What follows belongs to an exercise in optimizing a design on an open flow for small area; a production flow would make more cautious choices.
The RTL was checked by simulation tests, not by an equivalence proof against the original design.
The clock port is modelled as an ideal driver; clocking choices that lean on that would not hold on a real chip.
Power and IR drop assume default switching activity.

==> flow/design.v <==
module pt6964_engine (
    input  wire        clk,
    input  wire        rst,
    input  wire [15:0] req,
    input  wire        req_valid,
    output wire        req_ready,
    output wire        rsp_valid,
    output wire [1:0]  rsp_status,
    output wire [15:0] rsp_data,
    output wire [3:0]  cs_n,
    output reg         sclk,
    output reg         mosi,
    input  wire        miso,
    input  wire [2:0]  obs_sel,
    output reg  [15:0] obs_data
);
    localparam [2:0] S_IDLE  = 3'd0;
    localparam [2:0] S_RESP  = 3'd1;
    localparam [2:0] S_BIDLE = 3'd2;    
    localparam [2:0] S_TX    = 3'd3;    
    localparam [2:0] S_WAIT  = 3'd4;    
    localparam [2:0] S_READ  = 3'd5;    
    localparam [2:0] S_CSHI  = 3'd6;    
    localparam [2:0] S_CLOSE = 3'd7;    
    localparam [1:0] K_NONE  = 2'd0;    
    localparam [1:0] K_BLD   = 2'd1;    
    localparam [1:0] K_KEY   = 2'd2;    
    localparam [1:0] K_RUN   = 2'd3;    
    localparam [6:0] Q0   = 7'b0010100;
    localparam [6:0] Q1   = 7'b0101000;   
    localparam [6:0] Q2   = 7'b1010001;   
    localparam [6:0] Q4   = 7'b1000111;   
    localparam [6:0] Q5   = 7'b0001111;
    localparam [6:0] Q53  = 7'b1001101;   
    localparam [6:0] Q103 = 7'b0111111;   
    reg  [1:0]  target;
    reg         phase_run;
    reg  [1:0]  status;
    reg  [7:0]  cmd_byte;
    reg         cmd_valid;
    reg  [15:0] keys;
    reg         keys_valid;
    reg         cs_act;
    reg  [2:0]  st;
    reg  [1:0]  kind;
    reg  [6:0]  s;
    reg  [16:0] sr;
    assign req_ready = (st == S_IDLE);
    assign rsp_valid = (st == S_RESP);
    assign rsp_status = status;
    assign rsp_data = (kind == K_BLD) ? {8'd0, cmd_byte} :
                      (kind == K_KEY) ? keys : 16'd0;
    assign cs_n = ~({3'd0, cs_act} << target);
    wire [3:0] op = req[15:12];
    wire [7:0] v  = req[7:0];
    wire       sb = req[11];
    wire o1 = op == 4'h1, o2 = op == 4'h2, o3 = op == 4'h3, o4 = op == 4'h4;
    wire o5 = op == 4'h5, o6 = op == 4'h6, o7 = op == 4'h7, o8 = op == 4'h8;
    wire o9 = op == 4'h9, oa = op == 4'hA, ob = op == 4'hB, oc = op == 4'hC;
    wire bld = o3 | o4 | o5 | o6 | o7;
    wire hi_nz = req[11:8] != 0;
    wire v_nz = v != 0;
    wire ill = (op == 0) | (op >= 13)
             | ((o1 | ob | oc) & (hi_nz | v_nz))
             | ((o2 | o8 | o9 | oa) & hi_nz)
             | (o3 & v_nz)
             | ((o4 | o5) & (req[10:8] != 0))
             | (o6 & (req[10:9] != 0))
             | (o7 & req[10]);
    wire seq = phase_run ? (o2 | o8 | o9 | oc | (bld & sb)) : (oa | ob);
    wire rng = ((o2 | o4) & (v[7:2] != 0)) | ((o5 | o9) & (v > 13)) |
               (o6 & (v[7:3] != 0)) | (o7 & (v[7:6] != 0));
    wire [1:0] dst = {ill | seq, ill | (~seq & rng)};
    wire ok = ~(ill | seq | rng);
    wire [7:0] vv = oa ? {v[0], v[1], v[2], v[3], v[4], v[5], v[6], v[7]} : v;
    wire [7:0] mask = {o5 | o9 | o6 | (o7 & req[9]),
                       o3 | o5 | o9 | oc | (o7 & req[8]),
                       2'b00,
                       (o3 & req[10]) | (o6 & req[8]),
                       o3 & ~req[9],
                       (o3 & ~req[8]) | oc,
                       1'b0};
    wire [7:0] dbyte = vv | mask;
    wire [1:0] dkind = bld ? K_BLD : oc ? K_KEY : (o9 | oa) ? K_RUN : K_NONE;
    wire       d_noev = o2 | (bld & ~sb);         
    wire lfsr_fb = s[6] ^ s[5];
    wire [6:0] s_inc = {s[5:0], lfsr_fb};
    wire at0   = (s == Q0);
    wire at1   = (s == Q1);
    wire at2   = (s == Q2);
    wire at5   = (s == Q5);
    wire at53  = (s == Q53);
    wire at103 = (s == Q103);
    wire in_tx   = (st == S_TX);
    wire in_read = (st == S_READ);
    wire bits    = in_tx || in_read;
    wire done    = in_read ? sr[0] : sr[8];    
    always @(posedge clk) begin
        case (st)
            S_IDLE: s <= oa ? Q1 : Q0;
            S_TX:   s <= at103 ? ((kind == K_KEY && done) ? Q4 : Q1) : s_inc;
            S_WAIT, S_READ: s <= at103 ? Q2 : s_inc;
            default: s <= s_inc;
        endcase
        if (st == S_IDLE || (st == S_WAIT && at103)) sr <= {1'b1, 8'd0, dbyte & {8{st == S_IDLE}}};
        else if (bits && at53) sr <= {in_tx ? sr[0] : miso, sr[16:1]};
        if (st == S_IDLE) kind <= ok ? dkind : K_NONE;
        if (rst) begin
            st <= S_IDLE;
            target <= 2'd0;
            phase_run <= 1'b0;
            status <= 2'd0;
            cmd_byte <= 8'd0;
            cmd_valid <= 1'b0;
            keys <= 16'd0;
            keys_valid <= 1'b0;
            cs_act <= 1'b0;
            sclk <= 1'b0;
            mosi <= 1'b0;
        end else begin
            case (st)
                S_IDLE: begin
                    if (req_valid) begin
                        if (!ok || d_noev) begin
                            st <= S_RESP;
                            status <= dst;
                            if (ok && bld) begin
                                cmd_byte <= dbyte;
                                cmd_valid <= 1'b1;
                            end
                            if (ok && o2) target <= v[1:0];
                        end else if (o1) st <= S_BIDLE;
                        else if (ob) st <= S_CLOSE;
                        else st <= S_TX;
                    end
                end
                S_RESP: st <= S_IDLE;
                S_CSHI: begin
                    cs_act <= 1'b0;
                    st <= S_RESP;
                    status <= 2'd0;
                    if (kind == K_BLD) begin
                        cmd_byte <= sr[16:9];
                        cmd_valid <= 1'b1;
                    end
                    if (kind == K_KEY) begin
                        keys <= sr[16:1];
                        keys_valid <= 1'b1;
                    end
                end
                S_CLOSE: begin
                    if (at0) cs_act <= 1'b0;
                    if (at1) mosi <= 1'b0;
                    if (at2) begin
                        st <= S_RESP;
                        status <= 2'd0;
                        phase_run <= 1'b0;
                    end
                end
                S_BIDLE: begin
                    if ({s[0], s[5]} == target) cs_act <= 1'b0;
                    if (at5) begin
                        mosi <= 1'b0;
                        st <= S_RESP;
                        status <= 2'd0;
                        phase_run <= 1'b0;
                    end
                end
                S_WAIT: begin
                    if (at103) st <= S_READ;
                end
                default: begin  
                    if (at0) cs_act <= 1'b1;
                    if (at1 && in_tx) mosi <= sr[0];
                    if (at2) sclk <= 1'b1;
                    if (at53) sclk <= 1'b0;
                    if (at103 && done) begin
                        if (in_read) st <= S_CSHI;
                        else if (kind == K_KEY) st <= S_WAIT;
                        else if (kind == K_RUN) begin
                            st <= S_RESP;
                            status <= 2'd0;
                            phase_run <= 1'b1;
                        end else st <= S_CSHI;
                    end
                end
            endcase
        end
    end
    wire os0 = obs_sel == 3'd0, os1 = obs_sel == 3'd1, os2 = obs_sel == 3'd2;
    wire os3 = obs_sel == 3'd3, os4 = obs_sel == 3'd4;
    always @(*) begin
        obs_data = ({16{os0}} & {11'd0, keys_valid, cmd_valid, phase_run, status})
                 | ({16{os1}} & {8'd0, cmd_byte})
                 | ({16{os2}} & keys)
                 | ({16{os3}} & {14'd0, target})
                 | ({16{os4}} & {10'd0, cs_n, mosi, sclk});
    end
endmodule
==> flow/config.mk <==
export PLATFORM = sky130hd
export DESIGN_NAME = pt6964_engine
export DESIGN_NICKNAME = pt6964_engine
export VERILOG_FILES = /design/flow/design.v
export SDC_FILE = /design/flow/constraint.sdc
export NUM_CORES = 4
export LEC_CHECK = 0
export ABC_AREA = 1
export CAP_MARGIN = 20
export CORE_MARGIN = 2
export CORE_UTILIZATION = 60
export SLEW_MARGIN = 20
==> flow/constraint.sdc <==
create_clock -name core_clock -period 10.0 [get_ports {clk}]
set_input_delay 2.0000 -clock core_clock [delete_from_list [all_inputs] [get_ports {clk}]]
set_output_delay 2.0000 -clock core_clock [all_outputs]
set_load 0.01 [all_outputs]
standard.sh (not shown) runs the stock make flow with config.mk's settings and CLKGATE_MAP_FILE= SYNTH_SCRIPT=/design/flow/synth_recipe.tcl, a recipe that flattens the netlist after the stock synthesis.
==> flow/flow/run.sh <==
#!/bin/bash
# Layout flow: the standard ORFS flow (standard.sh) with
#  - synthesis mapping the combinational logic with an area-oriented ABC
#    script (flow/abc_min.script); registers are mapped as in standard synthesis
#  - sky130_fd_sc_hd__buf_1 as the port buffer on every input and output
#  - CTS with small clock buffers and no dummy loads
set -euo pipefail
W=$(pwd)
export FLOW_WORK=$W
sed "s|SYNTH_SCRIPT=[^ ]*|SYNTH_SCRIPT=$W/flow/synth_wrap.tcl|" standard.sh > std_custom.sh
export BUFFER_PORTS_ARGS="-buffer_cell sky130_fd_sc_hd__buf_1"
export CTS_ARGS="-sink_clustering_enable -repair_clock_nets -dont_use_dummy_load -sink_clustering_size 5 -sink_clustering_max_diameter 15 -buf_list sky130_fd_sc_hd__clkbuf_4"
bash std_custom.sh > flow_make.log 2>&1
==> flow/flow/abc_s1.script <==
strash
&get -n
&deepsyn -T 25 -S 1
&put
&get -n
&nf -p -R 1000
&put
==> flow/flow/abc_s2.script <==
strash
&get -n
&deepsyn -T 25 -S 2
&put
&get -n
&nf -p -R 1000
&put
==> flow/flow/abc_s3.script <==
strash
&get -n
&deepsyn -T 25 -S 3
&put
&get -n
&nf -p -R 1000
&put
==> flow/flow/abc_s4.script <==
strash
&get -n
&deepsyn -T 25 -S 4
&put
&get -n
&nf -p -R 1000
&put
==> flow/flow/synth_wrap.tcl <==
proc abc {args} {
  set rest {}
  set lib ""
  set skip 0
  set prev ""
  foreach a $args {
    if {$skip} { set skip 0; continue }
    if {$a eq "-script"} { set skip 1; continue }
    if {$prev eq "-liberty" && $lib eq ""} { set lib $a }
    lappend rest $a
    set prev $a
  }
  design -save abc_pre
  set best_area 1e18
  set best_script ""
  foreach sc [lsort [glob $::env(FLOW_WORK)/flow/abc_s*.script]] {
    design -load abc_pre
    yosys abc -script $sc {*}$rest
    set rpt [tee -q -s result.string stat -liberty $lib]
    if {[regexp {Chip area for module[^:]*:\s*([0-9.]+)} $rpt -> area]} {
      puts "abc script $sc: area $area"
      if {$area < $best_area} {
        set best_area $area
        set best_script $sc
        design -save abc_best
      }
    }
  }
  puts "abc: kept $best_script (area $best_area)"
  design -load abc_best
}
source $::env(FLOW_WORK)/synth_recipe.tcl
==> next run, changes <==
--- a/flow/flow/run.sh
+++ b/flow/flow/run.sh
@@ -12 +12,2 @@
-export CTS_ARGS="-sink_clustering_enable -repair_clock_nets -dont_use_dummy_load -sink_clustering_size 5 -sink_clustering_max_diameter 15 -buf_list sky130_fd_sc_hd__clkbuf_4"
+export CTS_ARGS="-sink_clustering_enable -repair_clock_nets -dont_use_dummy_load -buf_list sky130_fd_sc_hd__clkbuf_4"
+export POST_CTS_TCL=$W/flow/post_cts.tcl
==> flow/flow/abc_s1a.script (new file) <==
strash
&get -n
&deepsyn -J 200 -T 600 -S 1
&put
&get -n
&nf -p -R 1000
&put
==> flow/flow/abc_s1b.script (new file) <==
strash
&get -n
&deepsyn -J 200 -T 600 -S 1
&put
dch -f
map -a
topo
==> flow/flow/abc_s2a.script (new file) <==
strash
&get -n
&deepsyn -J 200 -T 600 -S 2
&put
&get -n
&nf -p -R 1000
&put
==> flow/flow/abc_s2b.script (new file) <==
strash
&get -n
&deepsyn -J 200 -T 600 -S 2
&put
dch -f
map -a
topo
==> flow/flow/abc_s3a.script (new file) <==
strash
&get -n
&deepsyn -J 200 -T 600 -S 3
&put
&get -n
&nf -p -R 1000
&put
==> flow/flow/abc_s3b.script (new file) <==
strash
&get -n
&deepsyn -J 200 -T 600 -S 3
&put
dch -f
map -a
topo
==> flow/flow/abc_s4a.script (new file) <==
strash
&get -n
&deepsyn -J 200 -T 600 -S 4
&put
&get -n
&nf -p -R 1000
&put
==> flow/flow/abc_s4b.script (new file) <==
strash
&get -n
&deepsyn -J 200 -T 600 -S 4
&put
dch -f
map -a
topo
==> flow/flow/post_cts.tcl (new file) <==
# After CTS: a clock buffer that drives more than 8 clock sinks is resized
# from clkbuf_4 to clkbuf_8, to keep the flip-flop clock-pin slew low.
set block [ord::get_db_block]
foreach inst [$block getInsts] {
  if {[[$inst getMaster] getName] ne "sky130_fd_sc_hd__clkbuf_4"} { continue }
  set oterm [$inst findITerm X]
  if {$oterm eq "NULL"} { continue }
  set net [$oterm getNet]
  if {$net eq "NULL"} { continue }
  set fanout [expr {[llength [$net getITerms]] - 1}]
  if {$fanout > 8} {
    puts "post_cts: [$inst getName] drives $fanout pins, resized to clkbuf_8"
    replace_cell [get_cells [$inst getName]] sky130_fd_sc_hd__clkbuf_8
  }
}
estimate_parasitics -placement
removed: flow/flow/abc_s1.script
removed: flow/flow/abc_s2.script
removed: flow/flow/abc_s3.script
removed: flow/flow/abc_s4.script
After rerunning: Wire length came out higher by 1.3%; register-to-register slack gets better by 0.11 ns; via count came out lower by 0.31%; total power came out lower by 28%; first-iteration DRC count came out higher by 24%; final cell count came out lower by 4.0%; area after synthesis came out lower by 1.6%; global-route usage came out higher by 0.46 points; fmax came out lower by 3.5%.
==> next run, changes <==
- CAP_MARGIN: 20 -> 0
- SLEW_MARGIN: 20 -> 0
removed: flow/flow/abc_s1a.script
removed: flow/flow/abc_s1b.script
removed: flow/flow/abc_s2a.script
removed: flow/flow/abc_s2b.script
removed: flow/flow/abc_s3b.script
removed: flow/flow/abc_s4a.script
removed: flow/flow/abc_s4b.script
Effect: Total power rose by 1.3%. Hold slack barely changes. Worst setup slack got worse by 0.091 ns. Via count fell by 1.1%. Wire length rose by 2.6%. Sequential share of layout area hardly moves. Non-clock buffer count does not change. Die area stays the same. Critical path depth fell by 1.
==> next run, changes <==
--- a/flow/flow/run.sh
+++ b/flow/flow/run.sh
@@ -12,2 +12 @@
-export CTS_ARGS="-sink_clustering_enable -repair_clock_nets -dont_use_dummy_load -buf_list sky130_fd_sc_hd__clkbuf_4"
-export POST_CTS_TCL=$W/flow/post_cts.tcl
+export CTS_ARGS="-sink_clustering_enable -repair_clock_nets -dont_use_dummy_load -sink_clustering_size 5 -buf_list sky130_fd_sc_hd__clkbuf_4"
==> flow/flow/abc_s1.script (new file) <==
strash
&get -n
&deepsyn -T 25 -S 1
&put
&get -n
&nf -p -R 1000
&put
==> flow/flow/abc_s2.script (new file) <==
strash
&get -n
&deepsyn -T 25 -S 2
&put
&get -n
&nf -p -R 1000
&put
==> flow/flow/abc_s3.script (new file) <==
strash
&get -n
&deepsyn -T 25 -S 3
&put
&get -n
&nf -p -R 1000
&put
==> flow/flow/abc_s4.script (new file) <==
strash
&get -n
&deepsyn -T 25 -S 4
&put
&get -n
&nf -p -R 1000
&put
- CAP_MARGIN: 0 -> 20
- CORE_UTILIZATION: 60 -> 75
- PLACE_DENSITY: not set -> 0.8
- SLEW_MARGIN: 0 -> 20
removed: flow/flow/abc_s3a.script
removed: flow/flow/post_cts.tcl
The changed run passed the timing, DRC and antenna checks.
First-iteration DRC count climbs by 46%.
Power climbs by 38%.
Routed wire length drops by 0.46%.
Clock skew stays flat.
Cell area climbs by about 0.8%.
Non-clock buffer count is unchanged.
Via count climbs by about 7%.
Critical path depth climbs by 1.
Final cell count drops by 0.41%.
Synthesized area climbs by about 1.6%.

==> re-timing with driven ports <==
No port has a modelled driver above. Below, the same layouts with a new extraction and two added sets of constraints.
Step 1: set_driving_cell puts a clkbuf_16 on clk and a buf_2 on each other input, an assumption about the parent block.
Step 2 adds t to the input delays and takes it off the output delays; t is the mean of the earliest and latest rising clock arrival at the registers after step 1. Input paths then give back, and output paths get back, about the clock's delay inside the block.
Slacks: no drivers / after step 1 / after step 2; pairs: no drivers / after step 1.
run	t (ns)	setup WS [ns]	worst setup path at the end	latest minus earliest clock arrival (ns)	worst data-port slew with drivers (ns)
the first run	0.435	4.520 / 4.490 / 4.490	input to output	0.041 / 0.041	0.03
the second run	0.421	4.322 / 4.294 / 4.294	input to output	0.021 / 0.022	0.03
the third run	0.446	4.231 / 4.205 / 4.205	input to output	0.026 / 0.027	0.03
the fourth run	0.431	4.392 / 4.355 / 4.355	input to output	0.027 / 0.027	0.04
After both steps setup and hold are still met in every run listed. For the fourth run, which loses most, drivers alone change the setup slack by -0.037 ns; drivers and shift together by -0.037 ns.
